Background: an optimization exercise with open tools, aiming at small area. Do not read the settings as production practice.
Only simulation tests tie the RTL to the original design; equivalence was not proved.
Power is estimated from default activity; no workload was simulated.

`flow/design.v`:
```
module vc8_core (
    input  wire        clk,
    input  wire        rst,           
    output reg         mem_req,
    output reg         mem_we,
    output wire [18:0] mem_addr,
    output wire [7:0]  mem_wdata,
    input  wire [7:0]  mem_rdata,
    input  wire        mem_ready,
    input  wire [7:0]  in_key,
    input  wire [15:0] in_mouse_x,
    input  wire [15:0] in_mouse_y,
    input  wire [15:0] in_screen_w,
    input  wire [15:0] in_screen_h,
    output wire        in_take,
    output reg         fault,
    output reg  [3:0]  fault_code,
    output wire [20:0] fault_pc,
    output wire [7:0]  fault_opcode
);
    localparam [3:0] F_REG   = 4'd2,
                     F_UNRES = 4'd3,
                     F_EMPTY = 4'd4,
                     F_DIV0  = 4'd6,
                     F_MEM   = 4'd7,
                     F_UNSUP = 4'd8,
                     F_FULL  = 4'd9;
    localparam [3:0] S_INIT  = 4'd0,
                     S_TAKE  = 4'd1,
                     S_FETCH = 4'd2,
                     S_DEC   = 4'd3,
                     S_CHK   = 4'd4,
                     S_EXEC  = 4'd5,
                     S_FAULT = 4'd6,
                     S_HALT  = 4'd7;
    localparam [3:0] K_END   = 4'd0,
                     K_R     = 4'd1,    
                     K_W     = 4'd2,    
                     K_I     = 4'd3,    
                     K_MRD   = 4'd4,    
                     K_MWR   = 4'd5,    
                     K_SPDEC = 4'd6,
                     K_SPINC = 4'd7,
                     K_LOOK  = 4'd8,    
                     K_SCAN  = 4'd9,
                     K_INS   = 4'd10,
                     K_PUSH  = 4'd11,
                     K_POPCS = 4'd12,
                     K_MUL   = 4'd13,
                     K_DIV   = 4'd14;
    reg [3:0]  state;
    reg [20:0] pc;             
    reg [19:0] sp;
    reg        carry;
    reg [7:0]  op;
    reg [18:0] ea;             
    reg [7:0]  th, tl, uh, ul;
    reg [2:0]  idx;
    reg [3:0]  cnt;
    reg [2:0]  stp;
    reg [1:0]  sub;
    reg        skip, flag;
    reg [3:0]  ph;             
    reg [3:0]  ft_n;
    reg [4:0]  cs_n;
    reg [7:0]  rf   [0:7];
    reg [15:0] ftid [0:7];
    reg [18:0] fta  [0:7];
    reg [18:0] cs   [0:15];
    wire [7:0]  rf_tap  = rf[7];
    wire [15:0] ftid_tap = ftid[7];
    wire [18:0] fta_tap  = fta[7];
    wire [18:0] cs_tap   = cs[15];
    assign fault_pc     = pc;
    assign fault_opcode = op;
    assign mem_addr     = ea;
    assign mem_wdata    = tl;
    assign in_take      = (state == S_TAKE) || (state == S_FAULT);
    function [2:0] op_len(input [7:0] o);
        case (o)
            8'h00: op_len = 3; 8'h01: op_len = 4; 8'h02: op_len = 4; 8'h03: op_len = 3;
            8'h04: op_len = 4; 8'h05: op_len = 4; 8'h06: op_len = 2; 8'h07: op_len = 2;
            8'h08: op_len = 2; 8'h09: op_len = 3; 8'h0A: op_len = 5; 8'h0B: op_len = 5;
            8'h0C: op_len = 4;
            8'h10, 8'h11, 8'h12, 8'h13: op_len = 3;
            8'h14, 8'h15, 8'h16, 8'h17: op_len = 4;
            8'h18, 8'h19, 8'h1A, 8'h1B: op_len = 2;
            8'h30: op_len = 2; 8'h31: op_len = 3; 8'h32: op_len = 3; 8'h33: op_len = 3;
            8'h35: op_len = 3; 8'h36: op_len = 4; 8'h37: op_len = 4;
            8'h40: op_len = 5; 8'h41: op_len = 7;
            8'hFE: op_len = 2;
            default: op_len = 1;
        endcase
    endfunction
    function [6:0] reg_mask(input [7:0] o);
        case (o)
            8'h00, 8'h01, 8'h02, 8'h06, 8'h08: reg_mask = 7'b0000010;
            8'h03:                             reg_mask = 7'b0000110;
            8'h04, 8'h05:                      reg_mask = 7'b0001010;
            8'h0A, 8'h0B:                      reg_mask = 7'b0010010;
            8'h10, 8'h12:                      reg_mask = 7'b0000110;
            8'h11, 8'h13:                      reg_mask = 7'b0000010;
            8'h14, 8'h16:                      reg_mask = 7'b0001110;
            8'h15, 8'h17:                      reg_mask = 7'b0001010;
            8'h18, 8'h19, 8'h1A, 8'h1B:        reg_mask = 7'b0000010;
            8'h31, 8'h32:                      reg_mask = 7'b0000100;
            8'h36, 8'h37:                      reg_mask = 7'b0001000;
            8'h40:                             reg_mask = 7'b0011110;
            8'h41:                             reg_mask = 7'b1111110;
            default:                           reg_mask = 7'b0000000;
        endcase
    endfunction
    function [9:0] uop(input [7:0] o, input [2:0] s);
        reg [9:0] u;
        begin
            u = {K_END, 3'd0, 3'd0};
            case (o)
            8'h00: case (s)    
                0: u = {K_I, 3'd2, 3'd0};
                1: u = {K_W, 3'd1, 3'd0};
                default: ; endcase
            8'h01: case (s)    
                0: u = {K_I, 3'd2, 3'd1};
                1: u = {K_I, 3'd3, 3'd2};
                2: u = {K_MRD, 3'd0, 3'd0};
                3: u = {K_W, 3'd1, 3'd0};
                default: ; endcase
            8'h02: case (s)    
                0: u = {K_R, 3'd1, 3'd0};
                1: u = {K_I, 3'd2, 3'd1};
                2: u = {K_I, 3'd3, 3'd2};
                3: u = {K_MWR, 3'd0, 3'd0};
                default: ; endcase
            8'h03: case (s)    
                0: u = {K_R, 3'd2, 3'd0};
                1: u = {K_W, 3'd1, 3'd0};
                default: ; endcase
            8'h04, 8'h05: case (s)    
                0: u = {K_R, 3'd3, 3'd4};
                1: u = {K_I, 3'd2, 3'd0};
                2: u = {K_W, 3'd1, 3'd0};
                default: ; endcase
            8'h06: case (s)    
                0: u = {K_R, 3'd1, 3'd0};
                1: u = {K_SPDEC, 3'd0, 3'd0};
                2: u = {K_MWR, 3'd0, 3'd0};
                default: ; endcase
            8'h07: case (s)    
                0: u = {K_I, 3'd1, 3'd0};
                1: u = {K_SPDEC, 3'd0, 3'd0};
                2: u = {K_MWR, 3'd0, 3'd0};
                default: ; endcase
            8'h08: case (s)    
                0: u = {K_SPINC, 3'd0, 3'd0};
                1: u = {K_MRD, 3'd0, 3'd0};
                2: u = {K_W, 3'd1, 3'd0};
                default: ; endcase
            8'h09: case (s)    
                0: u = {K_SPINC, 3'd0, 3'd0};
                1: u = {K_MRD, 3'd0, 3'd0};
                2: u = {K_I, 3'd1, 3'd1};
                3: u = {K_I, 3'd2, 3'd2};
                4: u = {K_MWR, 3'd0, 3'd0};
                default: ; endcase
            8'h0A: case (s)    
                0: u = {K_R, 3'd4, 3'd2};
                1: u = {K_I, 3'd2, 3'd1};
                2: u = {K_I, 3'd3, 3'd3};
                3: u = {K_MRD, 3'd0, 3'd0};
                4: u = {K_W, 3'd1, 3'd0};
                default: ; endcase
            8'h0B: case (s)    
                0: u = {K_R, 3'd1, 3'd0};
                1: u = {K_R, 3'd4, 3'd2};
                2: u = {K_I, 3'd2, 3'd1};
                3: u = {K_I, 3'd3, 3'd3};
                4: u = {K_MWR, 3'd0, 3'd0};
                default: ; endcase
            8'h0C: case (s)    
                0: u = {K_I, 3'd1, 3'd0};
                1: u = {K_I, 3'd2, 3'd1};
                2: u = {K_I, 3'd3, 3'd2};
                3: u = {K_MWR, 3'd0, 3'd0};
                default: ; endcase
            8'h10, 8'h12: case (s)    
                0: u = {K_R, 3'd2, 3'd0};
                1: u = {K_R, 3'd1, 3'd5};
                default: ; endcase
            8'h11, 8'h13: case (s)    
                0: u = {K_I, 3'd2, 3'd0};
                1: u = {K_R, 3'd1, 3'd5};
                default: ; endcase
            8'h14, 8'h16: case (s)    
                0: u = {K_R, 3'd2, 3'd0};
                1: u = {K_R, 3'd1, 3'd6};
                2: u = {K_W, 3'd3, 3'd0};
                default: ; endcase
            8'h15, 8'h17: case (s)    
                0: u = {K_I, 3'd2, 3'd0};
                1: u = {K_R, 3'd1, 3'd6};
                2: u = {K_W, 3'd3, 3'd0};
                default: ; endcase
            8'h18, 8'h19, 8'h1A, 8'h1B: case (s)    
                0: u = {K_R, 3'd1, 3'd5};
                default: ; endcase
            8'h1C: u = {K_END, 3'd0, 3'd4};
            8'h1D: u = {K_END, 3'd0, 3'd5};
            8'h30: case (s)    
                0: u = {K_I, 3'd1, 3'd0};
                default: u = {K_END, 3'd0, 3'd1}; endcase
            8'h31, 8'h32: case (s)    
                0: u = {K_R, 3'd2, 3'd4};
                1: u = {K_I, 3'd1, 3'd0};
                default: u = {K_END, 3'd0, 3'd1}; endcase
            8'h33: case (s)    
                0: u = {K_I, 3'd1, 3'd1};
                1: u = {K_I, 3'd2, 3'd0};
                2: u = {K_SCAN, 3'd0, 3'd0};
                3: u = {K_LOOK, 3'd0, 3'd0};
                4: u = {K_INS, 3'd0, 3'd0};
                default: u = {K_END, 3'd0, 3'd3}; endcase
            8'h34: case (s)    
                0: u = {K_POPCS, 3'd0, 3'd0};
                default: u = {K_END, 3'd0, 3'd3}; endcase
            8'h35: case (s)    
                0: u = {K_I, 3'd1, 3'd1};
                1: u = {K_I, 3'd2, 3'd0};
                2: u = {K_LOOK, 3'd0, 3'd0};
                3: u = {K_PUSH, 3'd0, 3'd0};
                default: u = {K_END, 3'd0, 3'd3}; endcase
            8'h36, 8'h37: case (s)    
                0: u = {K_R, 3'd3, 3'd4};
                1: u = {K_I, 3'd1, 3'd1};
                2: u = {K_I, 3'd2, 3'd0};
                3: u = {K_LOOK, 3'd0, 3'd0};
                4: u = {K_PUSH, 3'd0, 3'd0};
                default: u = {K_END, 3'd0, 3'd3}; endcase
            8'h40: case (s)    
                0: u = {K_R, 3'd1, 3'd2};
                1: u = {K_R, 3'd2, 3'd7};
                2: u = {K_MUL, 3'd0, 3'd0};
                3: u = {K_W, 3'd3, 3'd1};
                4: u = {K_W, 3'd4, 3'd0};
                default: ; endcase
            8'h41: case (s)    
                0: u = {K_R, 3'd3, 3'd3};
                1: u = {K_R, 3'd4, 3'd2};
                2: u = {K_R, 3'd1, 3'd1};
                3: u = {K_R, 3'd2, 3'd0};
                4: u = {K_DIV, 3'd0, 3'd0};
                5: u = {K_W, 3'd5, 3'd1};
                6: u = {K_W, 3'd6, 3'd0};
                default: ; endcase
            8'hFE: case (s)    
                0: u = {K_I, 3'd1, 3'd0};
                1: u = {K_W, 3'd7, 3'd2};
                default: u = {K_END, 3'd0, 3'd2}; endcase
            default: ;
            endcase
            uop = u;
        end
    endfunction
    wire [2:0] len  = op_len(op);
    wire [6:0] rmask = reg_mask(op);
    wire [9:0] u    = uop(op, stp);
    wire [3:0] kind = u[9:6];
    wire [2:0] pos  = u[5:3];
    wire [2:0] act  = u[2:0];
    wire       is_io = (ea[18:4] == 15'h0FFF) && (ea[3:0] >= 4'h7);
    reg  [7:0] io_b;
    always @(*) begin
        case (ea[3:0])
            4'h7: io_b = in_key;
            4'h8: io_b = in_mouse_x[15:8];
            4'h9: io_b = in_mouse_x[7:0];
            4'hA: io_b = in_mouse_y[15:8];
            4'hB: io_b = in_mouse_y[7:0];
            4'hC: io_b = in_screen_w[15:8];
            4'hD: io_b = in_screen_w[7:0];
            4'hE: io_b = in_screen_h[15:8];
            default: io_b = in_screen_h[7:0];
        endcase
    end
    wire [7:0] rb = is_io ? io_b : mem_rdata;
    reg  [7:0] pc_x;
    reg        pc_ci;
    wire [20:0] pc_sum = pc + {{13{pc_x[7]}}, pc_x} + {20'd0, pc_ci};
    wire        ea_ci  = !(state == S_EXEC && op != 8'h33);
    wire [19:0] ea_inc = {1'b0, ea} + {19'd0, ea_ci};
    wire       alu_sub = op[3] ? op[0] : op[1];
    wire [7:0] alu_y   = op[3] ? 8'd1 : tl;
    wire [8:0] alu_s   = alu_sub ? ({1'b0, rf_tap} - {1'b0, alu_y})
                                 : ({1'b0, rf_tap} + {1'b0, alu_y});
    wire [8:0]  mul_s  = {1'b0, th} + {1'b0, tl[0] ? ul : 8'd0};
    wire [16:0] dv_sh  = {ea[15:0], th[7]};
    wire [17:0] dv_df  = {1'b0, dv_sh} - {2'b00, uh, ul};
    wire        dv_ge  = !dv_df[17];
    wire [16:0] ea_ofs = {1'b0, th, rb} + {9'd0, ul};
    wire rf_hit  = (ph[2:0] == idx);
    wire ft_vld  = ({1'b0, ph[2:0]} < ft_n);
    wire ft_hit  = ft_vld && (ftid_tap == {th, tl});
    reg        rf_we;
    reg [7:0]  rf_wd;
    reg        ft_we;
    reg        cs_we;
    wire rd_ok = mem_ready;
    integer i;
    always @(*) begin
        pc_x  = {5'd0, len};
        pc_ci = 1'b0;
        if (state == S_EXEC) begin
            if (kind == K_R || kind == K_W || kind == K_I) pc_x = {5'd0, pos};
            if (kind == K_END && act == 3'd1 && !skip) begin pc_x = tl; pc_ci = 1'b1; end
        end
    end
    always @(*) begin
        rf_we = 1'b0;
        rf_wd = tl;
        ft_we = 1'b0;
        cs_we = 1'b0;
        if (state == S_INIT) begin
            rf_we = 1'b1;
            rf_wd = 8'd0;
        end else if (state == S_EXEC && !skip) begin
            case (kind)
            K_R: if (sub == 2'd2 && rf_hit && act == 3'd5) begin
                     rf_we = !(op[3] && op[1]) || carry;
                     rf_wd = alu_s[7:0];
                 end
            K_W: if (sub == 2'd2 && rf_hit) begin
                     rf_we = 1'b1;
                     rf_wd = (act == 3'd1) ? th : tl;
                 end
            K_LOOK: ft_we = (op == 8'h33) && ft_hit;
            K_INS:  ft_we = (sub == 2'd1) && (ph[2:0] == ft_n[2:0]);
            K_PUSH: cs_we = (sub == 2'd1) && (ph == cs_n[3:0]);
            default: ;
            endcase
        end
    end
    always @(posedge clk) begin
        for (i = 7; i > 0; i = i - 1) begin
            rf[i]   <= rf[i-1];
            ftid[i] <= ftid[i-1];
            fta[i]  <= fta[i-1];
        end
        for (i = 15; i > 0; i = i - 1) cs[i] <= cs[i-1];
        rf[0]   <= rf_we ? rf_wd : rf_tap;
        ftid[0] <= ft_we ? {th, tl} : ftid_tap;
        fta[0]  <= ft_we ? pc_sum[18:0] : fta_tap;
        cs[0]   <= cs_we ? pc_sum[18:0] : cs_tap;
    end
    task next_step;
        begin
            stp  <= stp + 3'd1;
            sub  <= 2'd0;
            cnt  <= 4'd0;
            flag <= 1'b0;
        end
    endtask
    task do_fault(input [3:0] code);
        begin
            fault_code <= code;
            state      <= S_FAULT;
        end
    endtask
    always @(posedge clk) begin
        if (rst) begin
            state <= S_INIT;
            pc    <= 21'd65536;
            sp    <= 20'd524288;
            carry <= 1'b0;
            ft_n  <= 4'd0;
            cs_n  <= 5'd0;
            fault <= 1'b0;
            ph    <= 4'd0;
        end else begin
            ph <= ph + 4'd1;
            case (state)
            S_INIT: begin
                ea <= pc[18:0];
                if (ph[2:0] == 3'd7) state <= S_FETCH;
            end
            S_TAKE: begin
                ea    <= pc[18:0];
                state <= S_FETCH;
            end
            S_FETCH: begin
                if (pc[20:19] != 2'b00) begin
                    op <= 8'd0;
                    do_fault(F_MEM);
                end else if (rd_ok) begin
                    op    <= rb;
                    state <= S_DEC;
                end
            end
            S_DEC: begin
                stp  <= 3'd0;
                sub  <= 2'd0;
                cnt  <= 4'd1;
                skip <= 1'b0;
                flag <= 1'b0;
                ea   <= ea_inc[18:0];
                if ((op >= 8'h60 && op <= 8'h64) || (op >= 8'h80 && op <= 8'h8A))
                    do_fault(F_UNSUP);
                else if (pc_sum[19] && pc_sum[18:0] != 19'd0)
                    do_fault(F_MEM);
                else if (rmask != 7'd0)
                    state <= S_CHK;
                else
                    state <= S_EXEC;
            end
            S_CHK: if (rd_ok) begin
                if (rmask[cnt[2:0]] && rb[7:3] != 5'd0)
                    do_fault(F_REG);
                else begin
                    ea  <= ea_inc[18:0];
                    cnt <= cnt + 4'd1;
                    if (cnt[2:0] == len - 3'd1) begin
                        cnt   <= 4'd0;
                        state <= S_EXEC;
                    end
                end
            end
            S_EXEC: if (skip && kind != K_END) begin
                next_step;
            end else begin
                case (kind)
                K_END: begin
                    pc    <= pc_sum;
                    state <= S_TAKE;
                    if (!skip) case (act)
                        3'd2: pc <= 21'd65536;
                        3'd3: pc <= {1'b0, ea_inc};
                        3'd4: carry <= 1'b0;
                        3'd5: carry <= 1'b1;
                        default: ;
                    endcase
                end
                K_R, K_W, K_I: case (sub)
                    2'd0: begin ea <= pc_sum[18:0]; sub <= 2'd1; end
                    2'd1: if (rd_ok) begin
                        if (kind == K_I) begin
                            case (act)
                                3'd0: tl <= rb;
                                3'd1: th <= rb;
                                3'd2: ea <= {3'd0, th, rb};
                                default: ea <= {2'd0, ea_ofs};
                            endcase
                            next_step;
                        end else begin
                            idx <= (kind == K_W && act == 3'd2) ? 3'd7 : rb[2:0];
                            sub <= 2'd2;
                        end
                    end
                    default: if (rf_hit) begin
                        if (kind == K_R) case (act)
                            3'd0: tl <= rf_tap;
                            3'd1: th <= rf_tap;
                            3'd2: ul <= rf_tap;
                            3'd3: uh <= rf_tap;
                            3'd4: skip <= (rf_tap == 8'd0) == (op == 8'h05 || op == 8'h32 || op == 8'h37);
                            3'd5: if (alu_s[8] && !(op[3] && op[1])) carry <= 1'b1;
                            3'd6: begin tl <= alu_s[7:0]; if (alu_s[8]) carry <= 1'b1; end
                            default: begin th <= 8'd0; tl <= rf_tap; end
                        endcase
                        next_step;
                    end
                endcase
                K_MRD: if (rd_ok) begin tl <= rb; next_step; end
                K_MWR: if (rd_ok) next_step;
                K_SPDEC: begin
                    if (sp == 20'd0) do_fault(F_MEM);
                    else begin
                        sp <= sp - 20'd1;
                        ea <= sp[18:0] - 19'd1;
                        next_step;
                    end
                end
                K_SPINC: begin
                    if (sp[19]) do_fault(F_MEM);
                    else begin
                        sp <= sp + 20'd1;
                        ea <= sp[18:0];
                        next_step;
                    end
                end
                K_LOOK: begin
                    cnt <= cnt + 4'd1;
                    if (ft_hit) begin
                        flag <= 1'b1;
                        if (op != 8'h33) ea <= fta_tap;
                    end
                    if (cnt[2:0] == 3'd7) begin
                        if (op != 8'h33 && !flag && !ft_hit) do_fault(F_UNRES);
                        else next_step;
                    end
                end
                K_SCAN: case (sub)
                    2'd0: begin
                        ea <= pc_sum[18:0];
                        if (pc_sum[19]) do_fault(F_MEM);
                        else sub <= 2'd1;
                    end
                    default: if (rd_ok) begin
                        if (rb == 8'h34) next_step;
                        else if (ea == 19'h7FFFF) do_fault(F_MEM);
                        else ea <= ea_inc[18:0];
                    end
                endcase
                K_INS: case (sub)
                    2'd0: begin
                        if (flag) next_step;
                        else if (ft_n[3]) do_fault(F_FULL);
                        else sub <= 2'd1;
                    end
                    default: if (ph[2:0] == ft_n[2:0]) begin
                        ft_n <= ft_n + 4'd1;
                        next_step;
                    end
                endcase
                K_PUSH: case (sub)
                    2'd0: begin
                        if (cs_n[4]) do_fault(F_FULL);
                        else sub <= 2'd1;
                    end
                    default: if (ph == cs_n[3:0]) begin
                        cs_n <= cs_n + 5'd1;
                        next_step;
                    end
                endcase
                K_POPCS: case (sub)
                    2'd0: begin
                        if (cs_n == 5'd0) do_fault(F_EMPTY);
                        else sub <= 2'd1;
                    end
                    default: if (ph == cs_n[3:0] - 4'd1) begin
                        ea   <= cs_tap;
                        cs_n <= cs_n - 5'd1;
                        next_step;
                    end
                endcase
                K_MUL: begin
                    th  <= mul_s[8:1];
                    tl  <= {mul_s[0], tl[7:1]};
                    cnt <= cnt + 4'd1;
                    if (cnt[2:0] == 3'd7) next_step;
                end
                K_DIV: case (sub)
                    2'd0: begin
                        if ({uh, ul} == 16'd0) do_fault(F_DIV0);
                        else begin
                            ea[15:0] <= 16'd0;
                            sub <= 2'd1;
                        end
                    end
                    default: begin
                        ea[15:0] <= dv_ge ? dv_df[15:0] : dv_sh[15:0];
                        {th, tl} <= {th[6:0], tl, dv_ge};
                        cnt <= cnt + 4'd1;
                        if (cnt == 4'd15) next_step;
                    end
                endcase
                default: next_step;
                endcase
            end
            S_FAULT: begin
                fault <= 1'b1;
                state <= S_HALT;
            end
            default: ;    
            endcase
        end
    end
    always @(*) begin
        mem_req = 1'b0;
        mem_we  = 1'b0;
        case (state)
            S_FETCH, S_CHK: mem_req = 1'b1;
            S_EXEC: if (!skip) case (kind)
                K_R, K_W, K_I: mem_req = (sub == 2'd1);
                K_MRD: mem_req = 1'b1;
                K_MWR: begin mem_req = 1'b1; mem_we = 1'b1; end
                K_SCAN: mem_req = (sub == 2'd1);
                default: ;
            endcase
            default: ;
        endcase
    end
endmodule
```
`flow/run.sh`:
```
#!/bin/bash
# synth_recipe.tcl (not shown) runs the flow's synth.tcl, then flattens the netlist and writes it again
# the make line also repeats each setting of config.mk as NAME=value (left out here)
make -C /OpenROAD-flow-scripts/flow DESIGN_CONFIG=/design/flow/config.mk WORK_HOME=/design/flow/orfs CLKGATE_MAP_FILE= SYNTH_SCRIPT=/design/flow/synth_recipe.tcl finish
```
`flow/config.mk`:
```
export PLATFORM = sky130hd
export DESIGN_NAME = vc8_core
export DESIGN_NICKNAME = vc8_core
export VERILOG_FILES = /design/flow/design.v
export SDC_FILE = /design/flow/constraint.sdc
export NUM_CORES = 4
export LEC_CHECK = 0
export CAP_MARGIN = 20
export CORE_MARGIN = 2
export CORE_UTILIZATION = 40
export PLACE_DENSITY = 0.6
export SLEW_MARGIN = 20
```
`flow/constraint.sdc`:
```
create_clock -name core_clock -period 10.0 [get_ports {clk}]
set_input_delay 2.0000 -clock core_clock [delete_from_list [all_inputs] [get_ports {clk}]]
set_output_delay 2.0000 -clock core_clock [all_outputs]
set_load 0.01 [all_outputs]
```
==> results.py <==
metrics = {
    "pwr": {
        "switching_share": 0.238,
        "power_density_mw_per_mm2": 186,
        "power_frac_comb": 0.079,
        "p_total_w": 0.00678,
        "switchingPower_w": 0.00161,
        "p_seq_frac": 0.482,
        "ir_drop_v": 0.000184,
        "clkPwrFrac": 0.439,
        "intPower_w": 0.00516,
        "p_leak_nw": 13.9,
    },
    "timing": {
        "worstMarginPinSlew_ns": 1.14,
        "finalSetupViolCount": 0,
        "finalClockSkew_ns": 0.0344,
        "slew_headroom": 0.231,
        "maxSlewViolCount": 0,
        "tns_ns": 0,
        "finalCriticalPeriod_ns": 8.58,
        "hold_viol_final": 0,
        "finalCritPeriodShare": 0.858,
        "rsz0062_at_grt": "false",
        "fmax_mhz": 117,
    },
    "critical_path": {
        "arrival_ns": 8.84,
        "cp_max_fo": 14,
        "startpoint_type": "flip-flop",
        "critPathKind": "flip-flop to flip-flop",
        "critPathRequiredTime_ns": 10.26,
        "end_kind": "flip-flop",
    },
    "synth": {
        "synth_cell_types": 99,
        "synth.largest_area_cell": "dfxtp_1",
        "synth_common_cells": "dfxtp_1, nor2_1, nand2_1",
        "muxShareOfSynthArea": 0.0409,
        "yosysSeqAreaShare": 0.530,
        "synth_top_area_frac": 0.456,
        "yosys.area_share.simple": 0.149,
        "ys_warn_count": 5,
        "synth_compound_area_frac": 0.160,
        "ys_seq_elements": 789,
        "synth_cells": 3081,
        "syn_nets": 3257,
        "synth-edff-count": 77,
        "synth_ff_type": "dfxtp_1",
        "ys_top_cells_by_area": "dfxtp_1, edfxtp_1, ha_1, nor2_1, a21oi_1",
        "synthArstFlopShare": 0,
        "syn-cell-area_mm2": 0.0313,
        "synth.most_common_cell": "dfxtp_1",
        "synthAdderAreaFrac": 0.0389,
        "avgSynthCellArea_um2": 10.1,
        "synth_top_family_by_area": "compound AO/OA/AOI/OAI gates",
        "synth_xor_xnor_area_share": 0.0403,
    },
    "cells_and_area": {
        "drive_gt1_frac": 0.0985,
        "syn2layout_area_growth_pct": 16.3,
        "fillCellCount": 7229,
        "nets": 3360,
    },
    "clock_network": {
        "clock_sinks": 789,
        "cts_tree": "done",
        "clkLatencyLatePin_ns": 0.64,
        "hold_buffers": 0,
        "postCtsSetupRepairBufs": 0,
        "htree_levels": 3,
        "root_buffer": "clkbuf_16",
        "cts.clk_slew.worst_paths_ns": 0.06,
        "cts_resized": 0,
        "cts_buffers": 76,
        "cts_buffer_depth": 3,
    },
    "global_route": {
        "grt_overflow_total": 0,
        "grt_pass1_wl_um": 146000,
        "grt_start_max_net_pins": 66,
        "track_usage": 0.237,
        "antenna_found_initial": 6,
        "grt_pass1_vias": 22785,
    },
    "die": {
        "die-area_mm2": 0.0804,
        "rows": 102,
        "initial_utilization": 0.403,
        "core-area_mm2": 0.0775,
        "pin_count": 147,
        "die_h_um": 284,
        "die_x_um": 284,
    },
    "route": {
        "wire_per_inst_um": 23.0,
        "vias": 24537,
        "wl_met1_um": 43100,
        "met2_wirelength_um": 41800,
        "drt_iter0_markers": 2578,
        "vias_per_cell": 5.73,
        "drtAntennaViolNets": 0,
        "dr_wl_met3_um": 8320,
        "drc": 0,
        "firstDrtPassIters": 6,
        "wl_um": 98200,
        "highest_layer": "met5",
    },
    "placed_design": {
        "port_buffers": 146,
        "post-dp-hpwl_um": 71100,
        "gp_congestion": 0.952,
    },
    "status": {
        "status": "timing/DRC/antenna clean",
    },
    "flow_run": {
        "drv_cap": 0,
    },
    "worst_hold_path": {
        "hold_path.class": "flip-flop to flip-flop",
    },
}
[flip-flops by register name, summed over array words and instances (netlist names), 4 cells and up, named ones only]
register,cells
pc,21
cnt,4
ul,8
tl,8
rf,64
op,8
uh,8
cs_n,5
ea,19
sp,20
ph,4
cs,304
fault_code,4
ft_n,4
fta,152
th,8
ftid,128
[through the flow]
stage	instance area [µm²]	hold WS [ns]	utilization	setup WS, ns	std cells
final	36300	0.306	0.469	1.42	4279
after global routing	36300	0.313	0.469	0.936	4278
after CTS	36300	0.301	0.469	1.73	4277
after detailed placement	33700	0.312	0.435	1.79	4145
after global placement	33700	0.309	0.435	1.91	4145
after floorplan	31300	0.310	-	2.83	3081
[placed cells by master, fill, tap and decap left out, types with 42 or more instances in the layout]
cell type	synthesis	final
clkbuf_16	0	76
nor2_1	237	237
nand2_1	191	191
a21oi_1	163	163
xor2_1	60	60
nand4_1	46	46
mux2i_1	49	49
nor3_1	90	88
dfxtp_1	712	712
buf_4	25	75
ha_1	86	86
mux2_2	66	66
nand3_1	83	83
inv_1	82	82
a211oi_1	48	47
xnor2_1	84	84
clkdlybuf4s50_1	0	145
nor4_1	43	42
o21ai_0	144	144
edfxtp_1	77	77
[power by group through the flow]
stage          combinational, W  sequential, W  clock, W
4_1_cts                0.000523        0.00326   0.00305
3_5_place_dp           0.000520        0.00333         0
3_3_place_gp           0.000522        0.00333         0
5_1_grt                0.000571        0.00327   0.00317
2_1_floorplan          0.000345        0.00330         0
6_report               0.000534        0.00327   0.00298
[logic make-up after synthesis]
family | Yosys count
and+or+nand+nor | 919
DFF | 789
AOI/OAI and AO/OA | 735
buffers and inverters | 284
xor gates and xnor gates | 144
muxes | 117
adders and majority gates | 93
[metal layers]
metal / track usage / up-vias
li1: - / 11371
met1: 0.329 / 11720
met2: 0.350 / 1162
met3: 0.0536 / 274
met4: 0.110 / 10
met5: 0 / -
[worst paths after layout]
path	startpoint	endpoint	slack [ns]	cells past startpoint
worst max-delay path	stp[1]$_SDFFCE_PN0P_	fault_code[3]$_SDFFCE_PP0P_	1.42	23
worst min-delay path	rf[6][1]$_DFF_P_	rf[7][1]$_DFF_P_	0.31	0
worst max register to register	stp[1]$_SDFFCE_PN0P_	fault_code[3]$_SDFFCE_PP0P_	1.42	23
worst min register to register	rf[6][1]$_DFF_P_	rf[7][1]$_DFF_P_	0.31	0
[worst max-delay path, stage by stage (launching register included)]
cell	delay, ns
edfxtp_1	0.61
inv_1	0.16
ha_1	0.64
nor2_1	0.26
nor3_1	0.23
o21ai_0	0.11
a31oi_1	0.65
nor3_4	0.21
a21oi_2	0.48
nand2_1	0.23
o31ai_1	0.53
o21ai_0	0.23
fa_1	0.51
fa_1	0.42
a21o_1	0.22
a2111oi_0	0.38
buf_4	0.20
o21ai_0	0.12
a2111o_1	0.45
nand3_1	0.18
nor4_1	0.12
a41oi_1	0.44
nor2_1	0.11
nor4b_1	0.67
[area by class of cell]
type | instances | area [µm²] | share of cell area
diodes | 1 | 2.50 | 0.0000689
well taps | 1040 | 1300 | 0.0358
multi-input cells | 2008 | 13500 | 0.371
clock inverters | 35 | 564 | 0.0155
clock buffers | 97 | 2060 | 0.0567
inverters | 87 | 327 | 0.00899
repair buffers | 222 | 2030 | 0.0558
flip-flops and latches | 789 | 16600 | 0.456

[afterwards: timing with drivers on the ports]
In the flow no input, the clock included, has a driving cell. The finished layout below was timed again as built, in two steps. Step 1 (the two cells are an assumption about what drives the block):
set clk [get_ports {clk}]
set_driving_cell -lib_cell sky130_fd_sc_hd__clkbuf_16 $clk
set_driving_cell -lib_cell sky130_fd_sc_hd__buf_2 [delete_from_list [all_inputs] $clk]
Step 2 also shifts input and output timing later by t, the mid clock arrival at the registers, as if the neighbouring blocks saw the same clock. a / b / c = ideal / step 1 / step 2; a / b = the first two.
shift t [ns]: 0.686
setup WS [ns]: 1.424 / 1.424 / 1.424
latest minus earliest clock arrival (ns): 0.034 / 0.035
After both steps this run still meets setup and hold. The setup slack of this run moves by 0.000 ns with the drivers and by 0.000 ns with both steps.
